Context: an optimization exercise on an open-source flow, tuned for small area, a short achievable clock period and few clock cycles per item. The choices shown serve that exercise and are no tape-out recipe.
The RTL was checked by simulation tests, not by an equivalence proof against the original design.
Power and IR drop assume default switching activity.

[design.v]
module qspi_lmx_xpose (
    input  wire        clk,
    input  wire        rst,
    input  wire        cfg_we,
    input  wire [4:0]  cfg_addr,
    input  wire [31:0] cfg_wdata,
    input  wire        start,
    output wire        busy,
    output reg         done,
    output reg  [14:0] xfer_len,
    output reg         warn_clamped,
    output reg         warn_mismatch,
    output reg         warn_all_empty,
    output reg         mem_req_valid,
    input  wire        mem_req_ready,
    output reg  [29:0] mem_req_addr,
    input  wire        mem_rsp_valid,
    input  wire [31:0] mem_rsp_data,
    output reg         out_valid,
    input  wire        out_ready,
    output reg  [31:0] out_data
);
    integer j, k;
    reg [31:0] lane_ptr    [0:3];
    reg [31:0] lane_len    [0:3];
    reg [31:0] lane_pad    [0:3];
    reg [1:0]  lane_padlen [0:3];    
    reg [2:0]  lane_count;
    reg        busy_q;
    assign busy = busy_q;
    wire        wr_ok = cfg_we & ~busy_q & ~start;
    wire [31:0] wdat  = rst ? 32'd0 : cfg_wdata;
    wire [1:0]  wpl   = rst ? 2'd0  : cfg_wdata[1:0] - 2'd1;
    always @(posedge clk) begin
        for (j = 0; j < 4; j = j + 1) begin
            if (rst | (wr_ok & (cfg_addr == {1'b0, j[1:0], 2'd0}))) lane_ptr[j]    <= wdat;
            if (rst | (wr_ok & (cfg_addr == {1'b0, j[1:0], 2'd1}))) lane_len[j]    <= wdat;
            if (rst | (wr_ok & (cfg_addr == {1'b0, j[1:0], 2'd2}))) lane_pad[j]    <= wdat;
            if (rst | (wr_ok & (cfg_addr == {1'b0, j[1:0], 2'd3}))) lane_padlen[j] <= wpl;
        end
        if (rst | (wr_ok & (cfg_addr == 5'd16))) lane_count <= wdat[2:0];
    end
    reg [3:0]  used;
    reg [3:0]  over;
    reg [3:0]  nzl;
    reg [14:0] cl  [0:3];     
    reg [14:0] cu  [0:3];     
    reg [1:0]  eo  [0:3];     
    always @(*) begin
        used[0] = |lane_count;
        used[1] = lane_count[2] | lane_count[1];
        used[2] = lane_count[2] | (lane_count[1] & lane_count[0]);
        used[3] = lane_count[2];
        for (j = 0; j < 4; j = j + 1) begin
            over[j] = (|lane_len[j][31:15]) | (lane_len[j][14] & (|lane_len[j][13:0]));
            nzl[j]  = |lane_len[j];
            cl[j]   = over[j] ? 15'd16384 : lane_len[j][14:0];
            cu[j]   = used[j] ? cl[j] : 15'd0;
            eo[j]   = lane_ptr[j][1:0] + cl[j][1:0];
        end
    end
    wire [14:0] mx01 = (cu[0] > cu[1]) ? cu[0] : cu[1];
    wire [14:0] mx23 = (cu[2] > cu[3]) ? cu[2] : cu[3];
    wire [14:0] l_calc = (mx01 > mx23) ? mx01 : mx23;
    wire start_acc = start & ~busy_q;
    reg [14:0] ro;             
    reg [1:0]  ph [0:3];       
    reg [31:0] slot0 [0:3];
    reg [31:0] slot1 [0:3];
    reg [3:0]  sv0, sv1, swp, srp;
    reg [1:0]  alloc [0:3];
    reg        scan_act;
    reg [12:0] sm;
    reg [1:0]  sl;
    reg [1:0]  slane;
    reg [3:0] el;
    reg [1:0] key  [0:3];
    reg [1:0] rank [0:3];
    reg [1:0] nlast;
    reg [1:0] lane_r0, lane_nx;
    wire [1:0] sl_nx = (sl == nlast) ? 2'd0 : sl + 2'd1;
    always @(*) begin
        el = used & nzl;
        for (j = 0; j < 4; j = j + 1)
            key[j] = eo[j] - 2'd1;
        nlast = 2'd3;
        for (j = 0; j < 4; j = j + 1)
            if (~el[j]) nlast = nlast - 2'd1;
        for (j = 0; j < 4; j = j + 1) begin
            rank[j] = 2'd0;
            for (k = 0; k < 4; k = k + 1)
                if (k != j && el[k] && ((key[k] > key[j]) || ((key[k] == key[j]) && k < j)))
                    rank[j] = rank[j] + 2'd1;
        end
        lane_r0 = 2'd0;
        lane_nx = 2'd0;
        for (j = 0; j < 4; j = j + 1) begin
            if (el[j] && rank[j] == 2'd0) lane_r0 = j[1:0];
            if (el[j] && rank[j] == sl_nx) lane_nx = j[1:0];
        end
    end
    wire [14:0] s_t   = cl[slane] + {13'd0, lane_ptr[slane][1:0]} - 15'd1;
    wire [13:0] s_d   = {1'b0, s_t[14:2]} - {1'b0, sm};
    wire        s_ok  = ~s_d[13];
    wire [29:0] s_addr = lane_ptr[slane][31:2] + {17'd0, s_d[12:0]};
    reg [1:0]  c_lane;
    reg [1:0]  tq [0:3];
    reg [1:0]  tw, tr;
    reg [2:0]  tcnt;
    wire c_acc   = mem_req_valid & mem_req_ready;
    wire c_free  = (~mem_req_valid | mem_req_ready) & ((tcnt + {2'd0, mem_req_valid}) <= 3'd3);
    wire s_alloc_ok = ~alloc[slane][1];
    wire s_issue = scan_act & s_ok & s_alloc_ok & c_free;
    wire s_step  = scan_act & (~s_ok | (s_alloc_ok & c_free));
    wire [1:0] rsp_lane = tq[tr];
    reg [3:0]  idata;
    reg [3:0]  hv;
    reg [3:0]  pop;
    reg [1:0]  bsel [0:3];
    reg [7:0]  lbyte [0:3];
    reg [7:0]  pbyte [0:3];
    reg [31:0] hw;
    reg        all_rdy;
    reg [31:0] wnext;
    wire can_load = (~out_valid | out_ready);
    wire load;
    always @(*) begin
        all_rdy = 1'b1;
        for (j = 0; j < 4; j = j + 1) begin
            idata[j] = used[j] & (ro <= cl[j]);
            hv[j]    = srp[j] ? sv1[j] : sv0[j];
            hw       = srp[j] ? slot1[j] : slot0[j];
            bsel[j]  = eo[j] - ro[1:0];
            pbyte[j] = lane_pad[j][8*ph[j] +: 8];
            if (idata[j] & ~hv[j]) all_rdy = 1'b0;
            lbyte[j] = hw[8*bsel[j] +: 8];
        end
        for (j = 0; j < 4; j = j + 1) begin
            if (~used[j])      lbyte[j] = pbyte[0];
            else if (~idata[j]) lbyte[j] = pbyte[j];
        end
        for (k = 0; k < 8; k = k + 1)
            for (j = 0; j < 4; j = j + 1)
                wnext[(3 - k/2) * 8 + (k%2)*4 + j] = lbyte[j][k];
    end
    assign load = busy_q & (ro != 15'd0) & all_rdy & can_load;
    always @(*) begin
        for (j = 0; j < 4; j = j + 1)
            pop[j] = load & idata[j] & ((bsel[j] == 2'd3) | (ro == 15'd1));
    end
    reg        mm_done;
    reg        mm_pass;
    reg [5:0]  mm_cnt;
    reg [3:0]  cmax, cmin;
    reg [2:0]  xh, yh;
    reg [1:0]  mcar;
    reg        mnz;
    wire [4:0] mm_idx = mm_pass ? mm_cnt[4:0] : ~mm_cnt[4:0];
    reg  [3:0] mb;
    always @(*) begin
        for (j = 0; j < 4; j = j + 1)
            mb[j] = lane_len[j][mm_idx];
    end
    wire       xk = ~mm_cnt[5] & (|(cmin & mb));
    wire       yk = ~mm_cnt[5] & (|(cmax & mb));
    wire [3:0] msum = {3'd0, yk} + {3'd0, yh[2]} - {3'd0, xh[0]} - {3'd0, xh[2]}
                    + {{2{mcar[1]}}, mcar};
    wire [1:0] mcar_n = msum[2:1];
    wire       mnz_n  = mnz | msum[0];
    wire fin = busy_q & mm_done & (ro == 15'd0) & (~out_valid | out_ready);
    always @(posedge clk) begin
        if (rst) begin
            busy_q         <= 1'b0;
            done           <= 1'b0;
            xfer_len       <= 15'd0;
            warn_clamped   <= 1'b0;
            warn_mismatch  <= 1'b0;
            warn_all_empty <= 1'b0;
            ro             <= 15'd0;
            out_valid      <= 1'b0;
            mem_req_valid  <= 1'b0;
            scan_act       <= 1'b0;
            tw             <= 2'd0;
            tr             <= 2'd0;
            tcnt           <= 3'd0;
            sv0            <= 4'd0;
            sv1            <= 4'd0;
            swp            <= 4'd0;
            srp            <= 4'd0;
            mm_done        <= 1'b1;
            for (j = 0; j < 4; j = j + 1)
                alloc[j] <= 2'd0;
        end else begin
            done <= fin;
            if (start_acc) begin
                busy_q         <= 1'b1;
                xfer_len       <= l_calc;
                warn_clamped   <= |(used & over);
                warn_all_empty <= (|lane_count) & (l_calc == 15'd0);
                ro             <= l_calc;
                scan_act       <= (l_calc != 15'd0);
                mm_done        <= 1'b0;
            end else if (fin) begin
                busy_q         <= 1'b0;
            end
            if (start_acc) begin
                sm    <= l_calc[14:2] + {12'd0, l_calc[1]};
                sl    <= 2'd0;
                slane <= lane_r0;
            end else if (s_step) begin
                sl    <= sl_nx;
                slane <= lane_nx;
                if (sl == nlast) begin
                    if (sm == 13'd0) scan_act <= 1'b0;
                    sm <= sm - 13'd1;
                end
            end
            if (s_issue) begin
                mem_req_valid <= 1'b1;
                mem_req_addr  <= s_addr;
                c_lane        <= slane;
            end else if (c_acc) begin
                mem_req_valid <= 1'b0;
            end
            if (c_acc) begin
                tq[tw] <= c_lane;
                tw     <= tw + 2'd1;
            end
            if (mem_rsp_valid)
                tr <= tr + 2'd1;
            tcnt <= tcnt + {2'd0, c_acc} - {2'd0, mem_rsp_valid};
            for (j = 0; j < 4; j = j + 1) begin
                alloc[j] <= alloc[j] + {1'b0, s_issue & (slane == j[1:0])} - {1'b0, pop[j]};
                if (mem_rsp_valid & (rsp_lane == j[1:0])) begin
                    swp[j] <= ~swp[j];
                    if (swp[j]) sv1[j] <= 1'b1; else sv0[j] <= 1'b1;
                end
                if (pop[j]) begin
                    srp[j] <= ~srp[j];
                    if (srp[j]) sv1[j] <= 1'b0; else sv0[j] <= 1'b0;
                end
            end
            if (load) begin
                out_valid <= 1'b1;
                ro        <= ro - 15'd1;
            end else if (out_ready) begin
                out_valid <= 1'b0;
            end
            if (start_acc) begin
                mm_pass <= 1'b0;
                mm_cnt  <= 6'd0;
                cmax    <= used;
                cmin    <= used;
                xh      <= 3'd0;
                yh      <= 3'd0;
                mcar    <= 2'd0;
                mnz     <= 1'b0;
            end else if (~mm_done) begin
                mm_cnt <= mm_cnt + 6'd1;
                if (~mm_pass) begin
                    if (|(cmax & mb))  cmax <= cmax & mb;
                    if (|(cmin & ~mb)) cmin <= cmin & ~mb;
                    if (mm_cnt == 6'd31) begin
                        mm_pass <= 1'b1;
                        mm_cnt  <= 6'd0;
                    end
                end else begin
                    xh   <= {xh[1:0], xk};
                    yh   <= {yh[1:0], yk};
                    mcar <= mcar_n;
                    mnz  <= mnz_n;
                    if (mm_cnt == 6'd35) begin
                        mm_done       <= 1'b1;
                        warn_mismatch <= ~mcar_n[1] & ((mcar_n != 2'd0) | mnz_n);
                    end
                end
            end
        end
    end
    always @(posedge clk) begin
        if (start_acc) begin
            for (j = 0; j < 4; j = j + 1)
                ph[j] <= 2'd0;
        end else if (load) begin
            for (j = 0; j < 4; j = j + 1)
                ph[j] <= (ph[j] == lane_padlen[j]) ? 2'd0 : ph[j] + 2'd1;
        end
        if (load)
            out_data <= wnext;
        for (j = 0; j < 4; j = j + 1) begin
            if (mem_rsp_valid & (rsp_lane == j[1:0]) & ~swp[j]) slot0[j] <= mem_rsp_data;
            if (mem_rsp_valid & (rsp_lane == j[1:0]) &  swp[j]) slot1[j] <= mem_rsp_data;
        end
    end
endmodule
[run.sh]
#!/bin/bash
# synth_recipe.tcl (not shown) runs the flow's synth.tcl, then flattens the netlist and writes it again
# the make line also repeats each setting of config.mk as NAME=value (left out here)
make -C /OpenROAD-flow-scripts/flow DESIGN_CONFIG=/design/flow/config.mk WORK_HOME=/design/flow/orfs CLKGATE_MAP_FILE= SYNTH_SCRIPT=/design/flow/synth_recipe.tcl finish
[config.mk]
export PLATFORM = sky130hd
export DESIGN_NAME = qspi_lmx_xpose
export DESIGN_NICKNAME = qspi_lmx_xpose
export VERILOG_FILES = /design/flow/design.v
export SDC_FILE = /design/flow/constraint.sdc
export NUM_CORES = 4
export LEC_CHECK = 0
export CAP_MARGIN = 20
export CORE_MARGIN = 2
export CORE_UTILIZATION = 40
export SLEW_MARGIN = 20
[constraint.sdc]
create_clock -name core_clock -period 13.5 [get_ports {clk}]
set_input_delay 2.7000 -clock core_clock [delete_from_list [all_inputs] [get_ports {clk}]]
set_output_delay 2.7000 -clock core_clock [all_outputs]
set_load 0.01 [all_outputs]
==> results.json <==
{
  "power.leakage_nw": 16.5,
  "cp_slowest_cell": "a32o_1",
  "period_share": 0.658,
  "rsz0062_at_grt": "no",
  "dp_hpwl_um": 84600,
  "synthCells": 2925,
  "maxCapViolations": 0,
  "drive_gt1_frac": 0.143,
  "h-tree-depth": 3,
  "timing.fmax_mhz": 113,
  "ys_types": 72,
  "synthTopCellsByArea": "edfxtp_1, mux4_2, ha_1, dfxtp_1, nand2_1",
  "grt_overflow": 0,
  "post_cts_resized": 0,
  "r2r_slack_ns": 4.62,
  "finalSetupTns_ns": 0,
  "wirelength_um": 120000,
  "hold_depth": 2,
  "maxSlewHeadroom": 0.232,
  "async_flop_share": 0,
  "critPathCaptureType": "flop",
  "finalSetupViolCount": 0,
  "worstMarginPinSlew_ns": 1.15,
  "critPathLaunchType": "flop",
  "vias": 25903,
  "p_per_area_nw_per_um2": 151,
  "yosysSeqAreaShare": 0.608,
  "crit_required_ns": 13.87,
  "drt_pass1_iterations": 7,
  "place.gp.congestion": 0.991,
  "area.sequential_um2": 24500,
  "yosys.area.top_type": "edfxtp_1",
  "cts_root_buf": "clkbuf_16",
  "multi_input_area_um2": 15100,
  "post-cts-setup-buffer-count": 0,
  "wl_per_cell_um": 26.8,
  "peakVddDrop_v": 0.000129,
  "cp_common_cell": "a21o_1",
  "viasPerCell": 5.76,
  "worstReg2RegEnd": "sm[5]",
  "die_height_um": 322,
  "syn_area_per_cell_um2": 13.8,
  "cts_tree": "done",
  "post-place-ws_ns": 4.49,
  "finalClockSkew_ns": 0.0200,
  "arrival_ns": 9.25,
  "cts_hold_buf": 0,
  "hp-class": "flop to flop",
  "synth_edf_count": 764,
  "synth-seq-cells": 844,
  "final_common_cell": "edfxtp_1",
  "critPathKind": "flop to flop",
  "grtUsageTotal": 0.232,
  "maxSlewViolCount": 0,
  "core_um2": 100000,
  "synth_nets": 3200,
  "pin_count": 160,
  "cts_buffers": 87,
  "status": "finished clean",
  "hold_violations": 0,
  "slowest_delay_ns": 0.92,
  "drtIter0Drc": 2544,
  "reg2regPathDepth": 30,
  "final_cell_mix": "edfxtp_1, nand2_1, nor2_1",
  "grt_antenna_before_repair": 5,
  "ys.flop_type": "edfxtp_1",
  "grt_max_degree": 61,
  "period_minus_slack_ns": 8.88,
  "setup_slack_ns": 4.62,
  "cts_num_sinks": 844,
  "dieArea_um2": 104000,
  "final_antenna_net_count": 0,
  "core.rowCount": 116,
  "first_global_vias": 26056,
  "fin_hold_ws_ns": 0.455,
  "start_util": 0.403,
  "cp_max_fo": 29,
  "yosysWarnings": 17,
  "cts.clk_slew.worst_paths_ns": 0.06,
  "route.detailed.drc": 0,
  "fin_nets": 3400,
  "io_buffers": 159,
  "reg2reg_from": "lane_count[2]",
  "grt_pass1_wl_um": 175000,
  "worstHoldStart": "xfer_len[9]",
  "whs_endpoint": "xfer_len[9]",
  "clk_latency_ns": 0.65,
  "netlist.area_leader.share": 0.568,
  "syn_to_final_growth_pct": 15.6,
  "fillCellCount": 8773,
  "die_x_um": 322,
  "cts.path.max_buffers": 3,
  "synth_area_um2": 40400
}
==> flip-flops by register name (all words and copies together), names as in the netlist, 6 cells and up, named ones only <==
register	flops
xfer_len	15
lane_len	128
lane_pad	128
mm_cnt	6
sm	13
mem_req_addr	30
alloc	8
slot0	128
lane_padlen	8
out_data	32
ro	15
lane_ptr	128
tq	8
ph	8
slot1	128
==> layer usage <==
metal,vias up,track usage,share of wire
li1,11515,-,-
met1,13220,0.314,0.42
met2,961,0.378,0.48
met3,207,0.0309,0.060
met4,0,0.0934,0.041
met5,-,0,0
==> report_power, final <==
part	internal (mW)	switching [mW]
combinational	0.613	0.894
sequential	3.08	0.106
clock	1.32	1.02
total	5.01	2.02
==> worst max-delay path by stage <==
stage	from	to	slack, ns	cells past startpoint
2_1_floorplan	slane[1]	c_lane[0]	5.07	26
3_3_place_gp	lane_count[2]	sm[5]	4.64	30
3_5_place_dp	lane_count[2]	sm[5]	4.49	30
4_1_cts	lane_count[2]	sm[5]	4.46	30
5_1_grt	lane_len[0][10]	sm[5]	3.89	30
6_report	lane_count[2]	sm[5]	4.62	30
==> layout make-up <==
class	count	share of cell area
clock inverter	47	0.00855
sequential	844	0.526
timing repair buffer	231	0.0461
multi-input combinational	1830	0.324
antenna	3	0.000161
inverter	131	0.0105
tap	1298	0.0348
clock buffer	110	0.0503
==> cell families after synthesis <==
family | count (synthesis) | share of synthesized area
simple gates | 816 | 0.0957
xor+xnor | 130 | 0.0282
mux | 237 | 0.113
flops | 844 | 0.608
buf+inv | 251 | 0.0237
compound gates | 448 | 0.0683
fa+ha+maj | 199 | 0.0630
==> cell usage after synthesis (11+ instances only) <==
cell / n
edfxtp_1: 764
nand2_1: 253
nor2_1: 205
ha_1: 192
mux4_2: 173
o21ai_0: 138
inv_1: 130
a21oi_1: 127
clkbuf_1: 94
xnor2_1: 84
dfxtp_1: 80
nand3_1: 75
nor2b_1: 63
mux2i_1: 48
xor2_1: 46
nor3_1: 44
nor4_1: 39
a21o_1: 38
nand4_1: 35
o21a_1: 26
a31oi_1: 23
and2_1: 23
buf_1: 20
nand2b_1: 18
a211oi_1: 15
mux2_2: 14
or2_2: 14
or3_1: 14
o21bai_1: 11
o31ai_1: 11
==> through the flow <==
step	util	std cells	area [um^2]	total power, mW
6_report	0.466	4494	46700	7.03
3_3_place_gp	0.438	4333	43900	4.70
2_1_floorplan	-	2925	40400	4.22
4_1_cts	0.466	4491	46600	7.08
3_5_place_dp	0.438	4334	43900	4.74
5_1_grt	0.466	4492	46700	7.35
==> worst max-delay path: cells and delay by family (launching register included) <==
kind / cells / cell delay, ns
AO/OA/AOI/OAI: 15 / 3.84
AND/OR/NAND/NOR: 8 / 2.26
adder cells (fa/ha/maj): 3 / 1.02
flip-flops: 1 / 0.72
buffers and inverters: 2 / 0.45
multiplexers: 1 / 0.16
XOR/XNOR: 1 / 0.14
Testbench counts, summed over its fixed seeds: cycles 9,996, items 7,883.

==> re-timing with driven ports <==
The results above use ideal ports. As a check the final layout listed here was re-extracted and re-timed, cells and wires unchanged.
Step 1: set_driving_cell puts a clkbuf_16 on clk and a buf_2 on each other input, an assumption about the parent block.
Step 2 adds t to the input delays and takes it off the output delays; t is the mean of the earliest and latest rising clock arrival at the registers after step 1. Input paths then give back, and output paths get back, about the clock's delay inside the block.
a / b / c = no drivers / after step 1 / after step 2; a / b = the first two.
t (ns): 0.710
slack for setup (ns): 4.622 / 4.622 / 4.622
worst setup path after step 2: register to register
latest minus earliest clock arrival (ns): 0.021 / 0.021
After both steps setup and hold are still met in this run. The setup slack of this run moves by 0.000 ns with the drivers and by 0.000 ns with both steps.
